Background: an optimization exercise with open tools, aiming at small area and a short achievable clock period. Do not read the settings as production practice. Where RTL was checked, it was by simulation tests only, not by an equivalence proof against the original. Power and IR drop assume default switching activity.

==> zinc: inputs <==
Design ledsr_core, start of the top module:
module ledsr_core (
    input  wire       clk,
    input  wire       rst,         
    input  wire       en,          
    input  wire       wr_en,       
    input  wire [7:0] wr_addr,     
    input  wire [7:0] wr_data,
    input  wire       start,       
    output reg        busy,
    output reg        pin_data,
    output reg        pin_clk,
    output reg        pin_stb
);
    reg [1535:0] fr;
    reg [23:0] wq_grp_n;
    reg [7:0]  wq_lane_n, wq_data;
    integer wi;
    always @(posedge clk) begin
        for (wi = 0; wi < 24; wi = wi + 1)
            wq_grp_n[wi] <= !((wr_addr[7:5] == wi / 3) && (wr_addr[4:3] == wi % 3));
        for (wi = 0; wi < 8; wi = wi + 1)
            wq_lane_n[wi] <= !(wr_en && (wr_addr[2:0] == wi));
        wq_data <= wr_data;
    end
    genvar gl, gc, gn;
    generate
        for (gl = 0; gl < 8; gl = gl + 1) begin : g_led
            for (gc = 0; gc < 3; gc = gc + 1) begin : g_chan
                for (gn = 0; gn < 8; gn = gn + 1) begin : g_lane
                    wire sel = !(wq_grp_n[gl * 3 + gc] || wq_lane_n[gn]);
                    always @(posedge clk)
                        if (sel)
                            fr[((gl * 3 + gc) * 8 + gn) * 8 +: 8] <= wq_data;
                end
            end
        end
    endgenerate
    reg [2:0] led_i;
    reg [1:0] chan_k;
    reg [2:0] plane_p;
    reg [2:0] plane_c1, plane_c2, plane_c3;
    reg [7:0] rd_led;
    reg [7:0] rd_plane [0:3];    
    reg [1:0] rd_k;
    integer ri;
    always @(posedge clk) begin
  ...
==> flow/config.mk <==
export PLATFORM = sky130hd
export DESIGN_NAME = ledsr_core
export DESIGN_NICKNAME = ledsr_core
export VERILOG_FILES = /design/flow/design.v
export SDC_FILE = /design/flow/constraint.sdc
export NUM_CORES = 4
export LEC_CHECK = 0
export CAP_MARGIN = 20
export CORE_MARGIN = 2
export CORE_UTILIZATION = 78
export CTS_BUF_LIST = sky130_fd_sc_hd__clkbuf_8 sky130_fd_sc_hd__clkbuf_16
export CTS_CLUSTER_DIAMETER = 90
export CTS_CLUSTER_SIZE = 30
export PLACE_DENSITY = 0.85
export SETUP_SLACK_MARGIN = 4.5
export SLEW_MARGIN = 20
==> flow/constraint.sdc <==
create_clock -name core_clock -period 7.0 [get_ports {clk}]
set_input_delay 1.4000 -clock core_clock [delete_from_list [all_inputs] [get_ports {clk}]]
set_output_delay 1.4000 -clock core_clock [all_outputs]
set_load 0.01 [all_outputs]
run.sh (not shown) runs the stock make flow with config.mk's settings and CLKGATE_MAP_FILE= SYNTH_SCRIPT=/design/flow/synth_recipe.tcl, a recipe that flattens the netlist after the stock synthesis.
==> inputs of juniper, as changes to zinc <==
==> flow/design.v (replaced) <==
module ledsr_core (
    input  wire       clk,
    input  wire       rst,         
    input  wire       en,          
    input  wire       wr_en,       
    input  wire [7:0] wr_addr,     
    input  wire [7:0] wr_data,
    input  wire       start,       
    output reg        busy,
    output reg        pin_data,
    output reg        pin_clk,
    output reg        pin_stb
);
    reg [1535:0] fr;
    reg [23:0] wq_grp_n;
    reg [7:0]  wq_lane_n, wq_data;
    integer wi;
    always @(posedge clk) begin
        for (wi = 0; wi < 24; wi = wi + 1)
            wq_grp_n[wi] <= !((wr_addr[4:3] != 2'd3) &&
                              ({2'd0, wr_addr[7:5]} * 5'd3 + {3'd0, wr_addr[4:3]} == wi));
        for (wi = 0; wi < 8; wi = wi + 1)
            wq_lane_n[wi] <= !(wr_en && (wr_addr[2:0] == wi));
        wq_data <= wr_data;
    end
    genvar gl, gc, gn;
    generate
        for (gl = 0; gl < 8; gl = gl + 1) begin : g_led
            for (gc = 0; gc < 3; gc = gc + 1) begin : g_chan
                for (gn = 0; gn < 8; gn = gn + 1) begin : g_lane
                    wire sel = !(wq_grp_n[gl * 3 + gc] || wq_lane_n[gn]);
                    always @(posedge clk)
                        if (sel)
                            fr[((gl * 3 + gc) * 8 + gn) * 8 +: 8] <= wq_data;
                end
            end
        end
    endgenerate
    reg [2:0] led_i;
    reg [1:0] chan_k;
    reg [2:0] plane_p;
    reg [7:0] rd_led, rd_plane;
    reg [1:0] rd_k;
    integer ri;
    always @(posedge clk) begin
        for (ri = 0; ri < 8; ri = ri + 1) begin
            rd_led[ri]   <= (led_i == ri);
            rd_plane[ri] <= (plane_p == ri);
        end
        rd_k <= chan_k;
    end
    reg [7:0] part_r, part_g, part_b;    
    reg [1:0] k_d;
    generate
        for (gn = 0; gn < 8; gn = gn + 1) begin : g_rd
            wire [7:0] br, bg, bb;       
            for (gl = 0; gl < 8; gl = gl + 1) begin : g_rl
                assign br[gl] = |(fr[((gl * 3 + 0) * 8 + gn) * 8 +: 8] & rd_plane);
                assign bg[gl] = |(fr[((gl * 3 + 1) * 8 + gn) * 8 +: 8] & rd_plane);
                assign bb[gl] = |(fr[((gl * 3 + 2) * 8 + gn) * 8 +: 8] & rd_plane);
            end
            always @(posedge clk) begin
                part_r[gn] <= |(br & rd_led);
                part_g[gn] <= |(bg & rd_led);
                part_b[gn] <= |(bb & rd_led);
            end
        end
    endgenerate
    wire [7:0] sel_part = (k_d == 2'd0) ? part_g :
                          (k_d == 2'd1) ? part_r : part_b;
    wire [7:0] word_d;
    generate
        for (gn = 0; gn < 8; gn = gn + 1) begin : g_wd
            assign word_d[7 - gn] = sel_part[gn];
        end
    endgenerate
    reg [7:0] fifo_mem [0:7];
    reg [2:0] fifo_wp, fifo_rp;
    reg [3:0] fifo_count;
    reg       push_d, push_d2;
    reg [2:0] wp_d, wp_d2;
    wire fifo_full  = fifo_count[3];
    wire fifo_empty = (fifo_count == 4'd0);
    reg        feeding, settling;
    reg [12:0] lfsr;
    localparam [12:0] LFSR_SEED = 13'h0001;
    localparam [12:0] LFSR_END  = 13'h1113;  
    wire [12:0] lfsr_next = {lfsr[11:0], lfsr[12] ^ lfsr[3] ^ lfsr[2] ^ lfsr[0]};
    wire push      = feeding && !fifo_full;
    wire last_word = (led_i == 3'd7) && (chan_k == 2'd2) && (plane_p == 3'd0);
    always @(posedge clk) begin
        k_d <= rd_k;
        if (rst) begin
            busy     <= 1'b0;
            feeding  <= 1'b0;
            settling <= 1'b0;
            led_i    <= 3'd0;
            chan_k   <= 2'd0;
            plane_p  <= 3'd7;
        end else if (!feeding && !settling) begin
            if (start) begin
                busy    <= 1'b1;
                feeding <= 1'b1;
                led_i   <= 3'd0;
                chan_k  <= 2'd0;
                plane_p <= 3'd7;
            end
        end else if (feeding) begin
            if (push) begin
                if (last_word) begin
                    feeding  <= 1'b0;
                    settling <= 1'b1;
                    lfsr     <= LFSR_SEED;
                end else if (plane_p != 3'd0) begin
                    plane_p <= plane_p - 3'd1;
                end else begin
                    plane_p <= 3'd7;
                    if (chan_k != 2'd2) begin
                        chan_k <= chan_k + 2'd1;
                    end else begin
                        chan_k <= 2'd0;
                        led_i  <= led_i + 3'd1;
                    end
                end
            end
        end else begin
            if (lfsr == LFSR_END) begin
                busy     <= 1'b0;
                settling <= 1'b0;
            end else
                lfsr <= lfsr_next;
        end
    end
    localparam [2:0] ST_HEADER = 3'd0, ST_PULL = 3'd1,
                     ST_LOOP0  = 3'd2, ST_LOOP1 = 3'd3, ST_LOOP2 = 3'd4;
    reg [2:0] st;
    reg [2:0] cnt;
    reg       ph;
    reg [7:0] osr;
    reg       pop_d, pop_d2;
    reg [2:0] rp_d, rp_d2;
    wire pop = en && (st == ST_PULL) && !fifo_empty;
    integer j;
    always @(posedge clk) begin
        push_d  <= push && !rst;
        wp_d    <= fifo_wp;
        push_d2 <= push_d;
        wp_d2   <= wp_d;
        if (push_d2)
            fifo_mem[wp_d2] <= word_d;
        pop_d  <= pop && !rst;
        rp_d   <= fifo_rp;
        pop_d2 <= pop_d;
        rp_d2  <= rp_d;
        if (pop_d2)
            osr <= fifo_mem[rp_d2];
        if (rst) begin
            fifo_wp    <= 3'd0;
            fifo_rp    <= 3'd0;
            fifo_count <= 4'd0;
        end else begin
            if (push)
                fifo_wp <= fifo_wp + 3'd1;
            if (pop)
                fifo_rp <= fifo_rp + 3'd1;
            if (push && !pop)
                fifo_count <= fifo_count + 4'd1;
            else if (pop && !push)
                fifo_count <= fifo_count - 4'd1;
        end
    end
    always @(posedge clk) begin
        if (rst) begin
            st       <= ST_HEADER;
            cnt      <= 3'd0;
            ph       <= 1'b0;
            pin_data <= 1'b0;
            pin_clk  <= 1'b0;
            pin_stb  <= 1'b0;
        end else if (en) begin
            case (st)
                ST_HEADER: begin
                    pin_data <= 1'b1;
                    pin_clk  <= 1'b0;
                    pin_stb  <= 1'b1;
                    st       <= ST_PULL;
                end
                ST_PULL: begin
                    if (!fifo_empty) begin
                        cnt <= 3'd0;
                        ph  <= 1'b0;
                        st  <= ST_LOOP0;
                    end
                end
                ST_LOOP0, ST_LOOP1, ST_LOOP2: begin
                    if (!ph) begin
                        if (st == ST_LOOP0)
                            pin_data <= 1'b1;
                        else if (st == ST_LOOP1)
                            pin_data <= osr[~cnt];
                        else
                            pin_data <= 1'b0;
                        pin_clk <= 1'b0;
                        pin_stb <= 1'b0;
                        ph      <= 1'b1;
                    end else begin
                        pin_clk <= 1'b1;
                        ph      <= 1'b0;
                        cnt     <= cnt + 3'd1;
                        if (cnt == 3'd7)
                            st <= (st == ST_LOOP0) ? ST_LOOP1 :
                                  (st == ST_LOOP1) ? ST_LOOP2 : ST_HEADER;
                    end
                end
                default: st <= ST_HEADER;
            endcase
        end
    end
endmodule
Settings changed: CORE_UTILIZATION 78 to 60, CTS_CLUSTER_DIAMETER 90 to 80, CTS_CLUSTER_SIZE 30 to 25, PLACE_DENSITY 0.85 to 0.7, SETUP_SLACK_MARGIN 4.5 to 4.35.
==> inputs of cedar, as changes to zinc <==
--- a/flow/design.v
+++ b/flow/design.v
@@ -35,36 +35,34 @@
             end
         end
     endgenerate
     reg [2:0] led_i;
     reg [1:0] chan_k;
     reg [2:0] plane_p;
-    reg [2:0] plane_c1, plane_c2, plane_c3;
+    reg [2:0] plane_c0, plane_c1;
     reg [7:0] rd_led;
-    reg [7:0] rd_plane [0:3];    
+    reg [7:0] rd_plane [0:1];    
     reg [1:0] rd_k;
     integer ri;
     always @(posedge clk) begin
         for (ri = 0; ri < 8; ri = ri + 1) begin
             rd_led[ri]      <= (led_i == ri);
-            rd_plane[0][ri] <= (plane_p == ri);
+            rd_plane[0][ri] <= (plane_c0 == ri);
             rd_plane[1][ri] <= (plane_c1 == ri);
-            rd_plane[2][ri] <= (plane_c2 == ri);
-            rd_plane[3][ri] <= (plane_c3 == ri);
         end
         rd_k <= chan_k;
     end
     reg [7:0] part_r, part_g, part_b;    
     reg [1:0] k_d;
     generate
         for (gn = 0; gn < 8; gn = gn + 1) begin : g_rd
             wire [7:0] br, bg, bb;       
             for (gl = 0; gl < 8; gl = gl + 1) begin : g_rl
-                assign br[gl] = |(fr[((gl * 3 + 0) * 8 + gn) * 8 +: 8] & rd_plane[gn / 2]);
-                assign bg[gl] = |(fr[((gl * 3 + 1) * 8 + gn) * 8 +: 8] & rd_plane[gn / 2]);
-                assign bb[gl] = |(fr[((gl * 3 + 2) * 8 + gn) * 8 +: 8] & rd_plane[gn / 2]);
+                assign br[gl] = |(fr[((gl * 3 + 0) * 8 + gn) * 8 +: 8] & rd_plane[gn / 4]);
+                assign bg[gl] = |(fr[((gl * 3 + 1) * 8 + gn) * 8 +: 8] & rd_plane[gn / 4]);
+                assign bb[gl] = |(fr[((gl * 3 + 2) * 8 + gn) * 8 +: 8] & rd_plane[gn / 4]);
             end
             always @(posedge clk) begin
                 part_r[gn] <= |(br & rd_led);
                 part_g[gn] <= |(bg & rd_led);
                 part_b[gn] <= |(bb & rd_led);
             end
@@ -76,15 +74,16 @@
     generate
         for (gn = 0; gn < 8; gn = gn + 1) begin : g_wd
             assign word_d[7 - gn] = sel_part[gn];
         end
     endgenerate
     reg [7:0] fifo_mem [0:7];
+    reg [2:0] fifo_wp, fifo_rp;
     reg [3:0] fifo_count;
     reg       push_d, push_d2;
-    reg [2:0] wp_dat;        
+    reg [2:0] wp_d, wp_d2;
     wire [3:0] count_inc = fifo_count + 4'd1;
     wire [3:0] count_dec = fifo_count - 4'd1;
     wire fifo_full  = fifo_count[3];
     wire fifo_empty = (fifo_count == 4'd0);
     reg        feeding, settling;
     reg [4:0]  settle_hi;
@@ -120,26 +119,23 @@
             end
         end
         if (!feeding && !settling) begin
             led_i    <= 3'd0;
             chan_k   <= 2'd0;
             plane_p  <= 3'd7;
+            plane_c0 <= 3'd7;
             plane_c1 <= 3'd7;
-            plane_c2 <= 3'd7;
-            plane_c3 <= 3'd7;
         end else if (advance) begin
             if (plane_p != 3'd0) begin
                 plane_p  <= plane_p - 3'd1;
+                plane_c0 <= plane_c0 - 3'd1;
                 plane_c1 <= plane_c1 - 3'd1;
-                plane_c2 <= plane_c2 - 3'd1;
-                plane_c3 <= plane_c3 - 3'd1;
             end else begin
                 plane_p  <= 3'd7;
+                plane_c0 <= 3'd7;
                 plane_c1 <= 3'd7;
-                plane_c2 <= 3'd7;
-                plane_c3 <= 3'd7;
                 if (chan_k != 2'd2) begin
                     chan_k <= chan_k + 2'd1;
                 end else begin
                     chan_k <= 2'd0;
                     led_i  <= led_i + 3'd1;
                 end
@@ -150,36 +146,37 @@
                      ST_LOOP0  = 3'd2, ST_LOOP1 = 3'd3, ST_LOOP2 = 3'd4;
     reg [2:0] st;
     reg [2:0] cnt;
     reg       ph;
     reg [7:0] osr;
     reg       pop_d, pop_d2;
-    reg [2:0] rp_dat;        
+    reg [2:0] rp_d, rp_d2;
     wire pop = en && (st == ST_PULL) && !fifo_empty;
     integer j;
     always @(posedge clk) begin
         push_d  <= push && !rst;
-        push_d2 <= push_d && !rst;
+        wp_d    <= fifo_wp;
+        push_d2 <= push_d;
+        wp_d2   <= wp_d;
         if (push_d2)
-            fifo_mem[wp_dat] <= word_d;
+            fifo_mem[wp_d2] <= word_d;
         pop_d  <= pop && !rst;
-        pop_d2 <= pop_d && !rst;
+        rp_d   <= fifo_rp;
+        pop_d2 <= pop_d;
+        rp_d2  <= rp_d;
         if (pop_d2)
-            osr <= fifo_mem[rp_dat];
+            osr <= fifo_mem[rp_d2];
         if (rst) begin
-            wp_dat <= 3'd0;
-            rp_dat <= 3'd0;
-        end else begin
-            if (push_d2)
-                wp_dat <= wp_dat + 3'd1;
-            if (pop_d2)
-                rp_dat <= rp_dat + 3'd1;
-        end
-        if (rst) begin
+            fifo_wp    <= 3'd0;
+            fifo_rp    <= 3'd0;
             fifo_count <= 4'd0;
         end else begin
+            if (push)
+                fifo_wp <= fifo_wp + 3'd1;
+            if (pop)
+                fifo_rp <= fifo_rp + 3'd1;
             if (push != pop)
                 fifo_count <= push ? count_inc : count_dec;
         end
     end
     always @(posedge clk) begin
         if (rst) begin
Settings changed: CORE_UTILIZATION 78 to 72, PLACE_DENSITY 0.85 to 0.8.
==> results.txt <==
cedar ran to the end with no violations. juniper finished with timing, DRC and antenna clean. zinc produced a clean layout.
Non-clock buffer count, lowest first: cedar, juniper, zinc.
Via count: cedar is lower than zinc (2.0%).
In juniper the setup slack is worse than in cedar, by 0.19 ns.
First-iteration DRC count, lowest first: juniper, zinc, cedar.
The RTL of juniper and cedar was laid out without a check of its function.

========
==> run A <==
ledsr_core, a different RTL version from the one above (not shown whole).
==> module ledsr_core, before the edit <==
module ledsr_core (
    input  wire       clk,
    input  wire       rst,         
    input  wire       en,          
    input  wire       wr_en,       
    input  wire [7:0] wr_addr,     
    input  wire [7:0] wr_data,
    input  wire       start,       
    output reg        busy,
    output reg        pin_data,
    output reg        pin_clk,
    output reg        pin_stb
);
    reg [1535:0] fr;
    genvar gl, gc, gn;
    generate
        for (gl = 0; gl < 8; gl = gl + 1) begin : g_led
            for (gc = 0; gc < 3; gc = gc + 1) begin : g_chan
                for (gn = 0; gn < 8; gn = gn + 1) begin : g_lane
                    wire sel = wr_en && (wr_addr == {gl[2:0], gc[1:0], gn[2:0]});
                    always @(posedge clk)
                        if (sel)
                            fr[((gl * 3 + gc) * 8 + gn) * 8 +: 8] <= wr_data;
                end
            end
        end
    endgenerate
    reg [2:0] led_i;
    reg [1:0] chan_k;
    reg [2:0] plane_p;
    reg [7:0] part_r, part_g, part_b;    
    reg [1:0] k_d;
    generate
        for (gn = 0; gn < 8; gn = gn + 1) begin : g_rd
            wire [63:0] vr, vg, vb;
            for (gl = 0; gl < 8; gl = gl + 1) begin : g_rl
                assign vr[gl * 8 +: 8] = fr[((gl * 3 + 0) * 8 + gn) * 8 +: 8];
                assign vg[gl * 8 +: 8] = fr[((gl * 3 + 1) * 8 + gn) * 8 +: 8];
                assign vb[gl * 8 +: 8] = fr[((gl * 3 + 2) * 8 + gn) * 8 +: 8];
            end
            always @(posedge clk) begin
                part_r[gn] <= vr[{led_i, plane_p}];
                part_g[gn] <= vg[{led_i, plane_p}];
                part_b[gn] <= vb[{led_i, plane_p}];
            end
        end
    endgenerate
    wire [7:0] sel_part = (k_d == 2'd0) ? part_g :
                          (k_d == 2'd1) ? part_r : part_b;
    wire [7:0] word_d;
    generate
        for (gn = 0; gn < 8; gn = gn + 1) begin : g_wd
            assign word_d[7 - gn] = sel_part[gn];
        end
    endgenerate
    reg [7:0] fifo_mem [0:7];
    reg [2:0] fifo_wp, fifo_rp;
    reg [3:0] fifo_count;
    reg       push_d;
    reg [2:0] wp_d;
    wire fifo_full  = fifo_count[3];
    wire fifo_empty = (fifo_count == 4'd0);
    reg        feeding;
    reg [12:0] lfsr;
    localparam [12:0] LFSR_SEED = 13'h0001;
    localparam [12:0] LFSR_END  = 13'h1113;  
    wire [12:0] lfsr_next = {lfsr[11:0], lfsr[12] ^ lfsr[3] ^ lfsr[2] ^ lfsr[0]};
    wire push      = feeding && !fifo_full;
    wire last_word = (led_i == 3'd7) && (chan_k == 2'd2) && (plane_p == 3'd0);
    always @(posedge clk) begin
        k_d <= chan_k;
        if (rst) begin
            busy    <= 1'b0;
            feeding <= 1'b0;
            led_i   <= 3'd0;
            chan_k  <= 2'd0;
            plane_p <= 3'd7;
        end else if (!busy) begin
            if (start) begin
                busy    <= 1'b1;
                feeding <= 1'b1;
                led_i   <= 3'd0;
                chan_k  <= 2'd0;
                plane_p <= 3'd7;
            end
        end else if (feeding) begin
            if (push) begin
                if (last_word) begin
                    feeding <= 1'b0;
                    lfsr    <= LFSR_SEED;
                end else if (plane_p != 3'd0) begin
                    plane_p <= plane_p - 3'd1;
                end else begin
                    plane_p <= 3'd7;
                    if (chan_k != 2'd2) begin
                        chan_k <= chan_k + 2'd1;
                    end else begin
                        chan_k <= 2'd0;
                        led_i  <= led_i + 3'd1;
                    end
                end
            end
        end else begin
            if (lfsr == LFSR_END)
                busy <= 1'b0;
            else
                lfsr <= lfsr_next;
        end
    end
    localparam [2:0] ST_HEADER = 3'd0, ST_PULL = 3'd1,
                     ST_LOOP0  = 3'd2, ST_LOOP1 = 3'd3, ST_LOOP2 = 3'd4;
    reg [2:0] st;
    reg [2:0] cnt;
    reg       ph;
    reg [7:0] osr;
    reg       pop_d;
    reg [2:0] rp_d;
    wire pop = en && (st == ST_PULL) && !fifo_empty;
    integer j;
    always @(posedge clk) begin
        push_d <= push && !rst;
        wp_d   <= fifo_wp;
        if (push_d)
            fifo_mem[wp_d] <= word_d;
        pop_d <= pop && !rst;
        rp_d  <= fifo_rp;
        if (pop_d)
            osr <= fifo_mem[rp_d];
        if (rst) begin
            fifo_wp    <= 3'd0;
            fifo_rp    <= 3'd0;
            fifo_count <= 4'd0;
        end else begin
            if (push)
                fifo_wp <= fifo_wp + 3'd1;
            if (pop)
                fifo_rp <= fifo_rp + 3'd1;
            if (push && !pop)
                fifo_count <= fifo_count + 4'd1;
            else if (pop && !push)
                fifo_count <= fifo_count - 4'd1;
        end
    end
    always @(posedge clk) begin
        if (rst) begin
            st       <= ST_HEADER;
            cnt      <= 3'd0;
            ph       <= 1'b0;
            pin_data <= 1'b0;
            pin_clk  <= 1'b0;
            pin_stb  <= 1'b0;
        end else if (en) begin
            case (st)
                ST_HEADER: begin
                    pin_data <= 1'b1;
                    pin_clk  <= 1'b0;
                    pin_stb  <= 1'b1;
                    st       <= ST_PULL;
                end
                ST_PULL: begin
                    if (!fifo_empty) begin
                        cnt <= 3'd0;
                        ph  <= 1'b0;
                        st  <= ST_LOOP0;
                    end
                end
                ST_LOOP0, ST_LOOP1, ST_LOOP2: begin
                    if (!ph) begin
                        if (st == ST_LOOP0)
                            pin_data <= 1'b1;
                        else if (st == ST_LOOP1)
                            pin_data <= osr[~cnt];
                        else
                            pin_data <= 1'b0;
                        pin_clk <= 1'b0;
                        pin_stb <= 1'b0;
                        ph      <= 1'b1;
                    end else begin
                        pin_clk <= 1'b1;
                        ph      <= 1'b0;
                        cnt     <= cnt + 3'd1;
                        if (cnt == 3'd7)
                            st <= (st == ST_LOOP0) ? ST_LOOP1 :
                                  (st == ST_LOOP1) ? ST_LOOP2 : ST_HEADER;
                    end
                end
                default: st <= ST_HEADER;
            endcase
        end
    end
endmodule
export LEC_CHECK = 0
export CAP_MARGIN = 20
export CORE_MARGIN = 2
export CORE_UTILIZATION = 40
export SLEW_MARGIN = 20
create_clock -name core_clock -period 7.0 [get_ports {clk}]
==> run G: changes against run A <==
==> flow/design.v, changed modules only <==
module ledsr_core (
    input  wire       clk,
    input  wire       rst,         
    input  wire       en,          
    input  wire       wr_en,       
    input  wire [7:0] wr_addr,     
    input  wire [7:0] wr_data,
    input  wire       start,       
    output reg        busy,
    output reg        pin_data,
    output reg        pin_clk,
    output reg        pin_stb
);
    localparam [12:0] LFSR_SEED = 13'h0001;
    localparam [12:0] LFSR_END  = 13'h1113;    
    reg [1535:0] fr;
    wire [2:0] wr_led  = wr_addr[7:5];
    wire [1:0] wr_chan = wr_addr[4:3];
    wire [2:0] wr_lane = wr_addr[2:0];
    genvar gl, gc, gn;
    generate
        for (gl = 0; gl < 8; gl = gl + 1) begin : g_led
            for (gc = 0; gc < 3; gc = gc + 1) begin : g_chan
                wire grp = (wr_led == gl) && (wr_chan == gc);
                for (gn = 0; gn < 8; gn = gn + 1) begin : g_lane
                    wire sel = grp && wr_en && (wr_lane == gn);
                    always @(posedge clk)
                        if (sel)
                            fr[((gl * 3 + gc) * 8 + gn) * 8 +: 8] <= wr_data;
                end
            end
        end
    endgenerate
    reg [7:0] led_oh;      
    reg [2:0] k_oh;        
    reg [7:0] plane_oh;    
    reg [7:0] part_r, part_g, part_b;    
    reg [2:0] k_d;
    generate
        for (gn = 0; gn < 8; gn = gn + 1) begin : g_rd
            wire [7:0] br, bg, bb;       
            for (gl = 0; gl < 8; gl = gl + 1) begin : g_rl
                assign br[gl] = |(fr[((gl * 3 + 0) * 8 + gn) * 8 +: 8] & plane_oh);
                assign bg[gl] = |(fr[((gl * 3 + 1) * 8 + gn) * 8 +: 8] & plane_oh);
                assign bb[gl] = |(fr[((gl * 3 + 2) * 8 + gn) * 8 +: 8] & plane_oh);
            end
            always @(posedge clk) begin
                part_r[gn] <= |(br & led_oh);
                part_g[gn] <= |(bg & led_oh);
                part_b[gn] <= |(bb & led_oh);
            end
        end
    endgenerate
    wire [7:0] sel_part = ({8{k_d[0]}} & part_g) |
                          ({8{k_d[1]}} & part_r) |
                          ({8{k_d[2]}} & part_b);
    wire [7:0] word_d;
    generate
        for (gn = 0; gn < 8; gn = gn + 1) begin : g_wd
            assign word_d[7 - gn] = sel_part[gn];
        end
    endgenerate
    reg [7:0] fifo_mem [0:7];
    reg [2:0] fifo_wp, fifo_rp;
    reg [3:0] fifo_count;
    reg       push_d;
    reg [2:0] wp_d;
    wire fifo_full  = fifo_count[3];
    wire fifo_empty = (fifo_count == 4'd0);
    reg        feeding, settling;
    reg [12:0] lfsr;       
    wire [12:0] lfsr_next = {lfsr[11:0], lfsr[12] ^ lfsr[3] ^ lfsr[2] ^ lfsr[0]};
    wire push      = feeding && !fifo_full;
    wire last_word = led_oh[7] && k_oh[2] && plane_oh[0];
    always @(posedge clk) begin
        k_d <= k_oh;
        if (rst) begin
            busy     <= 1'b0;
            feeding  <= 1'b0;
            settling <= 1'b0;
        end else if (!feeding && !settling) begin
            if (start) begin
                busy     <= 1'b1;
                feeding  <= 1'b1;
                led_oh   <= 8'h01;
                k_oh     <= 3'b001;
                plane_oh <= 8'h80;
            end
        end else if (feeding) begin
            if (push) begin
                if (last_word) begin
                    feeding  <= 1'b0;
                    settling <= 1'b1;
                    lfsr     <= LFSR_SEED;
                end else begin
                    plane_oh <= {plane_oh[0], plane_oh[7:1]};
                    if (plane_oh[0]) begin
                        k_oh <= {k_oh[1:0], k_oh[2]};
                        if (k_oh[2])
                            led_oh <= {led_oh[6:0], led_oh[7]};
                    end
                end
            end
        end else begin
            if (lfsr == LFSR_END) begin
                busy     <= 1'b0;
                settling <= 1'b0;
            end else begin
                lfsr <= lfsr_next;
            end
        end
    end
    localparam [2:0] ST_HEADER = 3'd0, ST_PULL = 3'd1,
                     ST_LOOP0  = 3'd2, ST_LOOP1 = 3'd3, ST_LOOP2 = 3'd4;
    reg [2:0] st;
    reg [2:0] cnt;
    reg       ph;
    reg [7:0] osr;
    reg       pop_d;
    reg [2:0] rp_d;
    wire pop = en && (st == ST_PULL) && !fifo_empty;
    always @(posedge clk) begin
        push_d <= push && !rst;
        wp_d   <= fifo_wp;
        if (push_d)
            fifo_mem[wp_d] <= word_d;
        pop_d <= pop && !rst;
        rp_d  <= fifo_rp;
        if (pop_d)
            osr <= fifo_mem[rp_d];
        if (rst) begin
            fifo_wp    <= 3'd0;
            fifo_rp    <= 3'd0;
            fifo_count <= 4'd0;
        end else begin
            if (push)
                fifo_wp <= fifo_wp + 3'd1;
            if (pop)
                fifo_rp <= fifo_rp + 3'd1;
            if (push && !pop)
                fifo_count <= fifo_count + 4'd1;
            else if (pop && !push)
                fifo_count <= fifo_count - 4'd1;
        end
    end
    always @(posedge clk) begin
        if (rst) begin
            st       <= ST_HEADER;
            cnt      <= 3'd0;
            ph       <= 1'b0;
            pin_data <= 1'b0;
            pin_clk  <= 1'b0;
            pin_stb  <= 1'b0;
        end else if (en) begin
            case (st)
                ST_HEADER: begin
                    pin_data <= 1'b1;
                    pin_clk  <= 1'b0;
                    pin_stb  <= 1'b1;
                    st       <= ST_PULL;
                end
                ST_PULL: begin
                    if (!fifo_empty) begin
                        cnt <= 3'd0;
                        ph  <= 1'b0;
                        st  <= ST_LOOP0;
                    end
                end
                ST_LOOP0, ST_LOOP1, ST_LOOP2: begin
                    if (!ph) begin
                        if (st == ST_LOOP0)
                            pin_data <= 1'b1;
                        else if (st == ST_LOOP1)
                            pin_data <= osr[~cnt];
                        else
                            pin_data <= 1'b0;
                        pin_clk <= 1'b0;
                        pin_stb <= 1'b0;
                        ph      <= 1'b1;
                    end else begin
                        pin_clk <= 1'b1;
                        ph      <= 1'b0;
                        cnt     <= cnt + 3'd1;
                        if (cnt == 3'd7)
                            st <= (st == ST_LOOP0) ? ST_LOOP1 :
                                  (st == ST_LOOP1) ? ST_LOOP2 : ST_HEADER;
                    end
                end
                default: st <= ST_HEADER;
            endcase
        end
    end
endmodule
--- a/flow/config.mk
+++ b/flow/config.mk
@@ -8,4 +8,9 @@
 export CAP_MARGIN = 20
 export CORE_MARGIN = 2
-export CORE_UTILIZATION = 40
+export CORE_UTILIZATION = 60
+export CTS_BUF_LIST = sky130_fd_sc_hd__clkbuf_8 sky130_fd_sc_hd__clkbuf_16
+export CTS_CLUSTER_DIAMETER = 80
+export CTS_CLUSTER_SIZE = 25
+export PLACE_DENSITY = 0.7
+export SETUP_SLACK_MARGIN = 4.35
 export SLEW_MARGIN = 20
==> results by group <==
Outcome
  • Status: finished clean

Route
  • Vias per inst: ~5.6
  • Iter 0 DRT Violations: between 3000 and 4000

GRT
  • Maximum number of pins on one net before global-route repair: 141
  • Initial antenna violation count: 7

Timing
  • Final Critical Period: 3790 ps

Setup path
  • Worst reg-to-reg setup slack: 3210 ps

Power
  • Pint: around 17 mW
Source of the figures above: run A

==> results by group <==
Outcome
  • Status: finished clean

Clocking
  • CTS resizes: roughly 200
  • Clock transition at path regs: roughly 100 ps

GRT
  • Maximum number of pins on one net before global-route repair: about 160
  • Vias in the first global route: about 35000
  • Initial antenna violation count: 5

Route
  • Iter 0 DRT Violations: 5263
  • Vias per inst: 7.11
  • DR WL/cell: around 33 um

Setup path
  • Worst reg-to-reg setup slack: 4350 ps

Timing
  • Final Critical Period: 2670 ps

Power
  • Logic pwr share: between 7 and 8%

Placement
  • Detailed Place HPWL: ~75 mm

Floorplan
  • Die area: ~110000 um2

Finish
  • Finished Cell Area: a little under 70000 um2
  • Finished Layout Cells: slightly below 5000
Source of the figures above: run G

[separate check: timing with driven ports]
How much do the figures lean on ideal ports? The routed layouts below were timed once more, with nothing changed but the port constraints.
Step 1 assumes that a clkbuf_16 drives the clock port and a buf_2 every other input.
Step 2 adds t to the input delays and takes it off the output delays; t is the mean of the earliest and latest rising clock arrival at the registers after step 1. Input paths then give back, and output paths get back, about the clock's delay inside the block.
Three values: ideal, step 1, step 2; two values: the first two.
| run | t, ns | slack for setup (ns) | worst register clock-pin slew, ns | worst data-port slew with drivers (ns) |
|---|---|---|---|---|
| zinc | 0.736 | 4.479 / 4.410 / 3.898 | 0.11 / 0.11 | 0.04 |
| juniper | 0.752 | 4.289 / 4.303 / 3.551 | 0.10 / 0.10 | 0.05 |
| cedar | 0.734 | 4.479 / 4.408 / 3.953 | 0.11 / 0.11 | 0.07 |
| run A | 0.833 | 3.214 / 3.214 / 2.432 | 0.07 / 0.07 | 0.12 |
| run G | 0.742 | 4.333 / 4.319 / 3.596 | 0.10 / 0.10 | 0.11 |
After both steps setup and hold are still met in every run listed. The setup slack of run A, which loses most, moves by 0.000 ns with the drivers and by -0.782 ns with both steps.
